Background: an optimization exercise with open tools, aiming at small area and few clock cycles. Do not read the settings as production practice. The RTL was checked by simulation tests, not by an equivalence proof against the original design.

## before
==> flow/design.v <==
module nios_codec (
    input  wire        clk,
    input  wire        rst,             
    input  wire        op_valid,
    output wire        op_ready,
    input  wire [63:0] op,
    output reg         rsp_valid,
    output wire [1:0]  rsp_kind,        
    output wire [63:0] rsp_data,
    output wire        ev_notice,
    output wire [5:0]  ev_notice_obs,
    output wire [5:0]  ev_notice_exp,
    output wire        ev_suppressed,
    output wire        ev_sample,
    output wire [31:0] ev_sample_val,
    output wire        ev_summary,
    output wire [34:0] ev_summary_val
);
    localparam [2:0] OP_NOP = 3'd0, OP_ENC = 3'd1, OP_CMDRD = 3'd2, OP_DSTART = 3'd3,
                     OP_DBYTE = 3'd4, OP_DEND = 3'd5, OP_READ = 3'd6, OP_RESET = 3'd7;
    localparam [1:0] PH_IDLE = 2'd0, PH_CMD = 2'd1, PH_DEC = 2'd2, PH_DONE = 2'd3;
    localparam [2:0] E_NONE = 3'd0, E_ARG = 3'd1, E_INPUT = 3'd2, E_SEQ = 3'd3, E_ILL = 3'd4;
    localparam [1:0] R_OK = 2'd0, R_VAL = 2'd1, R_FAULT = 2'd2, R_REFUSED = 2'd3;
    function [34:0] inc35(input [34:0] a, input ci);
        integer i; reg t;
        begin
            t = 1'b1;
            for (i = 0; i < 35; i = i + 1) begin
                inc35[i] = a[i] ^ (ci & t);
                t = t & a[i];
            end
        end
    endfunction
    function [5:0] inc6(input [5:0] a);
        integer i; reg c;
        begin
            c = 1'b1;
            for (i = 0; i < 6; i = i + 1) begin
                inc6[i] = a[i] ^ c;
                c = c & a[i];
            end
        end
    endfunction
    reg [1:0]  ph;
    reg [2:0]  err;
    reg [31:0] cmd;
    reg [34:0] rec_done;
    reg [1:0]  byte_idx;
    reg [23:0] asm_buf;
    reg [34:0] loss;
    reg [31:0] last_word;
    reg        last_mis;
    reg        have_rec;      
    reg  [33:0] half_total;
    reg  [6:0]  mwin;         
    reg  [2:0]  mcy;          
    reg  [5:0]  mcnt;
    wire        busy = |mcnt;
    wire        mb   = half_total[0];     
    wire [3:0]  msum = mb + mwin[0] + mwin[1] + mwin[2] + mwin[4] + mwin[6] + mcy;
    reg [1:0]  r_kind;
    reg        r_cmdrd;
    reg [2:0]  r_sel;
    reg        r_sample;
    reg        r_summary;
    reg [5:0]  r_exp;
    assign op_ready = ~(busy & op[63] & op[62]);
    wire       fire     = op_valid & op_ready;
    wire [2:0] opc      = op[63:61];
    wire       in_fault = |err;
    reg rsv_bad;
    always @* begin
        case (opc)
            OP_NOP, OP_DSTART, OP_DEND: rsv_bad = |op[60:0];
            OP_CMDRD:                   rsv_bad = |op[60:2];
            OP_DBYTE:                   rsv_bad = |op[60:8];
            OP_READ:                    rsv_bad = |op[60:3];
            default:                    rsv_bad = 1'b0;
        endcase
    end
    reg admitted;
    always @* begin
        case (opc)
            OP_ENC:    admitted = (ph == PH_IDLE);
            OP_CMDRD:  admitted = (ph != PH_IDLE);
            OP_DSTART: admitted = (ph == PH_CMD);
            OP_DBYTE:  admitted = (ph == PH_DEC);
            OP_DEND:   admitted = (ph == PH_DEC);
            default:   admitted = 1'b1;
        endcase
    end
    wire [34:0] total_calc = {half_total, 1'b0};
    wire        all_done   = busy ? ~|cmd[25:0] : (rec_done == total_calc);
    wire [5:0]  exp_ctr  = have_rec ? inc6(last_word[26:21]) : 6'd0;
    wire [31:0] rec_word = {asm_buf, op[7:0]};
    wire        rec_mis  = (rec_word[26:21] != exp_ctr);
    wire        loss_hz  = ~|loss[34:3];
    wire        loss_le5 = loss_hz & ~(loss[2] & loss[1]);
    wire        loss_eq5 = loss_hz & (loss[2:0] == 3'd5);
    wire        loss_ge5 = ~loss_hz | (loss[2] & (loss[1] | loss[0]));
    wire        enc_ch_bad = |op[57:29];
    reg        fault;
    reg [2:0]  fault_code;
    reg [1:0]  n_kind;
    reg        do_reset, do_enc, do_dstart, do_byte, do_rec, do_dend;
    always @* begin
        fault = 1'b0; fault_code = E_NONE; n_kind = R_OK;
        do_reset = 1'b0; do_enc = 1'b0; do_dstart = 1'b0; do_byte = 1'b0; do_rec = 1'b0; do_dend = 1'b0;
        if (opc == OP_RESET) begin
            do_reset = 1'b1;
        end else if (in_fault) begin
            if ((opc == OP_NOP || opc == OP_READ) && !rsv_bad) n_kind = (opc == OP_READ) ? R_VAL : R_OK;
            else n_kind = R_REFUSED;
        end else if (rsv_bad) begin
            fault = 1'b1; fault_code = E_ILL;
        end else if (!admitted) begin
            fault = 1'b1; fault_code = E_SEQ;
        end else begin
            case (opc)
                OP_ENC: begin
                    if (enc_ch_bad) begin fault = 1'b1; fault_code = E_ARG; end
                    else do_enc = 1'b1;
                end
                OP_CMDRD:  n_kind = R_VAL;
                OP_DSTART: do_dstart = 1'b1;
                OP_DBYTE: begin
                    if (all_done) begin fault = 1'b1; fault_code = E_INPUT; end
                    else if (byte_idx != 2'd3) do_byte = 1'b1;
                    else do_rec = 1'b1;
                end
                OP_DEND: begin
                    if (byte_idx != 2'd0 || !all_done) begin fault = 1'b1; fault_code = E_INPUT; end
                    else do_dend = 1'b1;
                end
                OP_READ:   n_kind = R_VAL;
                default:   n_kind = R_OK;
            endcase
        end
        if (fault) n_kind = R_FAULT;
    end
    always @(posedge clk) begin
        if (rst || (fire && do_reset)) begin
            ph        <= PH_IDLE;
            err       <= E_NONE;
            byte_idx  <= 2'd0;
            last_mis  <= 1'b0;
            have_rec  <= 1'b0;
        end else if (fire) begin
            if (fault) err <= fault_code;
            if (do_enc)    ph <= PH_CMD;
            if (do_dstart) ph <= PH_DEC;
            if (do_dend)   ph <= PH_DONE;
            if (do_byte)   byte_idx <= {byte_idx[1] ^ byte_idx[0], ~byte_idx[0]};
            if (do_rec) begin
                byte_idx  <= 2'd0;
                last_mis  <= rec_mis;
                have_rec  <= 1'b1;
            end
        end
    end
    wire clr = rst | (fire & do_reset);
    always @(posedge clk) begin
        rec_done <= inc35(rec_done, fire & do_rec) & {35{~clr}};
        loss     <= inc35(loss, fire & do_rec & rec_mis) & {35{~clr}};
    end
    always @(posedge clk)
        if (fire && do_enc) cmd <= {op[60], op[59:58], op[28:26], op[25:0]};
    always @(posedge clk)
        if (fire && do_rec) last_word <= rec_word;
    always @(posedge clk)
        if (fire && opc == OP_DBYTE) asm_buf <= {asm_buf[15:0], op[7:0]};
    always @(posedge clk) begin
        if (rst) mcnt <= 6'd0;
        else if (fire && do_enc) mcnt <= 6'd34;
        else if (busy) mcnt <= mcnt - 6'd1;
    end
    always @(posedge clk) begin
        if (fire && do_enc) begin
            half_total <= {8'd0, op[25:0]};
            mwin       <= 7'd0;
            mcy        <= 3'd0;
        end else if (busy) begin
            half_total <= {msum[0], half_total[33:1]};
            mwin       <= {mwin[5:0], mb};
            mcy        <= msum[3:1];
        end
    end
    always @(posedge clk) begin
        if (rst) rsp_valid <= 1'b0;
        else     rsp_valid <= fire;
    end
    always @(posedge clk) begin
        r_kind    <= n_kind;
        r_cmdrd   <= (opc == OP_CMDRD);
        r_sel     <= op[2:0];
        r_sample  <= do_rec;
        r_summary <= do_dend && !loss_le5;
        r_exp     <= exp_ctr;
    end
    wire [12:0] status_word = {loss_ge5, last_mis, byte_idx, 1'b0, err, 1'b0, in_fault, ph & {2{~in_fault}}};
    wire        is_read = ~r_kind[1] & ~r_cmdrd;
    wire        is_cb   = ~r_kind[1] & r_cmdrd;
    wire s_status = is_read & (r_sel == 3'd0);
    wire s_cmd    = is_read & (r_sel == 3'd1) & (ph != PH_IDLE);
    wire s_total  = is_read & (r_sel == 3'd2) & ph[1];
    wire s_done   = is_read & (r_sel == 3'd3);
    wire s_exp    = is_read & (r_sel == 3'd4);
    wire s_loss   = is_read & (r_sel == 3'd5);
    wire s_lw     = is_read & (r_sel[2:1] == 2'b11) & have_rec;
    wire s_sx     = s_lw & r_sel[0];
    wire s_err    = r_kind[1];
    wire s_clo = s_cmd | (is_cb & (r_sel[1:0] == 2'd3));
    wire [34:0] dsel =
          ({35{s_status}} & {22'd0, status_word})
        | ({35{s_cmd}}    & {3'd0, cmd[31:8], 8'd0})
        | ({35{s_clo}}    & {27'd0, cmd[7:0]})
        | ({35{s_total}}  & total_calc)
        | ({35{s_done}}   & rec_done)
        | ({35{s_exp}}    & {29'd0, exp_ctr})
        | ({35{s_loss}}   & loss)
        | ({35{s_lw}}     & {3'd0, s_sx ? {10{last_word[21]}} : last_word[31:22], last_word[21:0]})
        | ({35{s_err}}    & {32'd0, err})
        | ({35{is_cb & (r_sel[1:0] == 2'd0)}} & {27'd0, cmd[31:24]})
        | ({35{is_cb & (r_sel[1:0] == 2'd1)}} & {27'd0, cmd[23:16]})
        | ({35{is_cb & (r_sel[1:0] == 2'd2)}} & {27'd0, cmd[15:8]});
    assign rsp_kind = r_kind;
    assign rsp_data = {29'd0, dsel};
    assign ev_sample      = r_sample;
    assign ev_notice      = r_sample & last_mis & loss_le5;
    assign ev_suppressed  = r_sample & last_mis & loss_eq5;
    assign ev_notice_obs  = last_word[26:21];
    assign ev_notice_exp  = r_exp;
    assign ev_sample_val  = {{10{last_word[21]}}, last_word[21:0]};
    assign ev_summary     = r_summary;
    assign ev_summary_val = loss;
endmodule
Settings: LEC_CHECK=0, CAP_MARGIN=20, CORE_MARGIN=2, CORE_UTILIZATION=40, SLEW_MARGIN=20; clock period 7.0 ns.
standard.sh (not shown) runs the stock make flow with config.mk's settings and CLKGATE_MAP_FILE= SYNTH_SCRIPT=/design/flow/synth_recipe.tcl, a recipe that flattens the netlist after the stock synthesis.
==> flow/flow/run.sh <==
#!/bin/bash
# Standard ORFS layout (the standard.sh, unchanged synthesis), with two
# layout-only changes: ports are buffered with the smallest buffer cell, and
# clock tree synthesis inserts no dummy load cells.
set -euo pipefail
export BUFFER_PORTS_ARGS="-buffer_cell sky130_fd_sc_hd__buf_1"
export CTS_ARGS="-sink_clustering_enable -repair_clock_nets -dont_use_dummy_load"
bash standard.sh > flow.log 2>&1
Testbench counts of before, summed over its fixed seeds: cycles 49,534.
Setup changes, before to after
==> flow/flow/run.sh <==
#!/bin/bash
# Standard ORFS layout (the standard.sh, unchanged synthesis), with
# layout-only changes: ports are buffered with the smallest buffer cell, and
# clock tree synthesis uses small clock buffers and inserts no dummy loads.
set -euo pipefail
export BUFFER_PORTS_ARGS="-buffer_cell sky130_fd_sc_hd__buf_1"
export CTS_ARGS="-sink_clustering_enable -repair_clock_nets -dont_use_dummy_load -buf_list sky130_fd_sc_hd__clkbuf_4"
bash standard.sh > flow.log 2>&1
==> comparison <==
- Routed wire length, after and before, lower one = before.
- Data required time of the critical path: before vs after — no meaningful difference
- Relative to before, after improves post-route total power.

what the ideal ports hide:
In the flow no input, the clock included, has a driving cell. The finished layouts below were timed again as built, in two steps. Step 1 assumes that a clkbuf_16 drives the clock port and a buf_2 every other input. Step 2, shift: input delay + t, output delay - t, t = (earliest + latest rising clock arrival at the registers) / 2. This alone moves slack from input paths to output paths. Slacks: ideal ports / drivers / drivers and shift; pairs: ideal ports / drivers.
| run | t (ns) | setup WS [ns] | worst setup path after step 2 | cell pins on the clock port's net |
|---|---|---|---|---|
| before | 0.567 | 2.021 / 1.970 / 2.283 | input to register | 1 |
| after | 0.725 | 1.812 / 1.766 / 2.265 | input to register | 1 |
After both steps setup and hold are still met in every run listed.
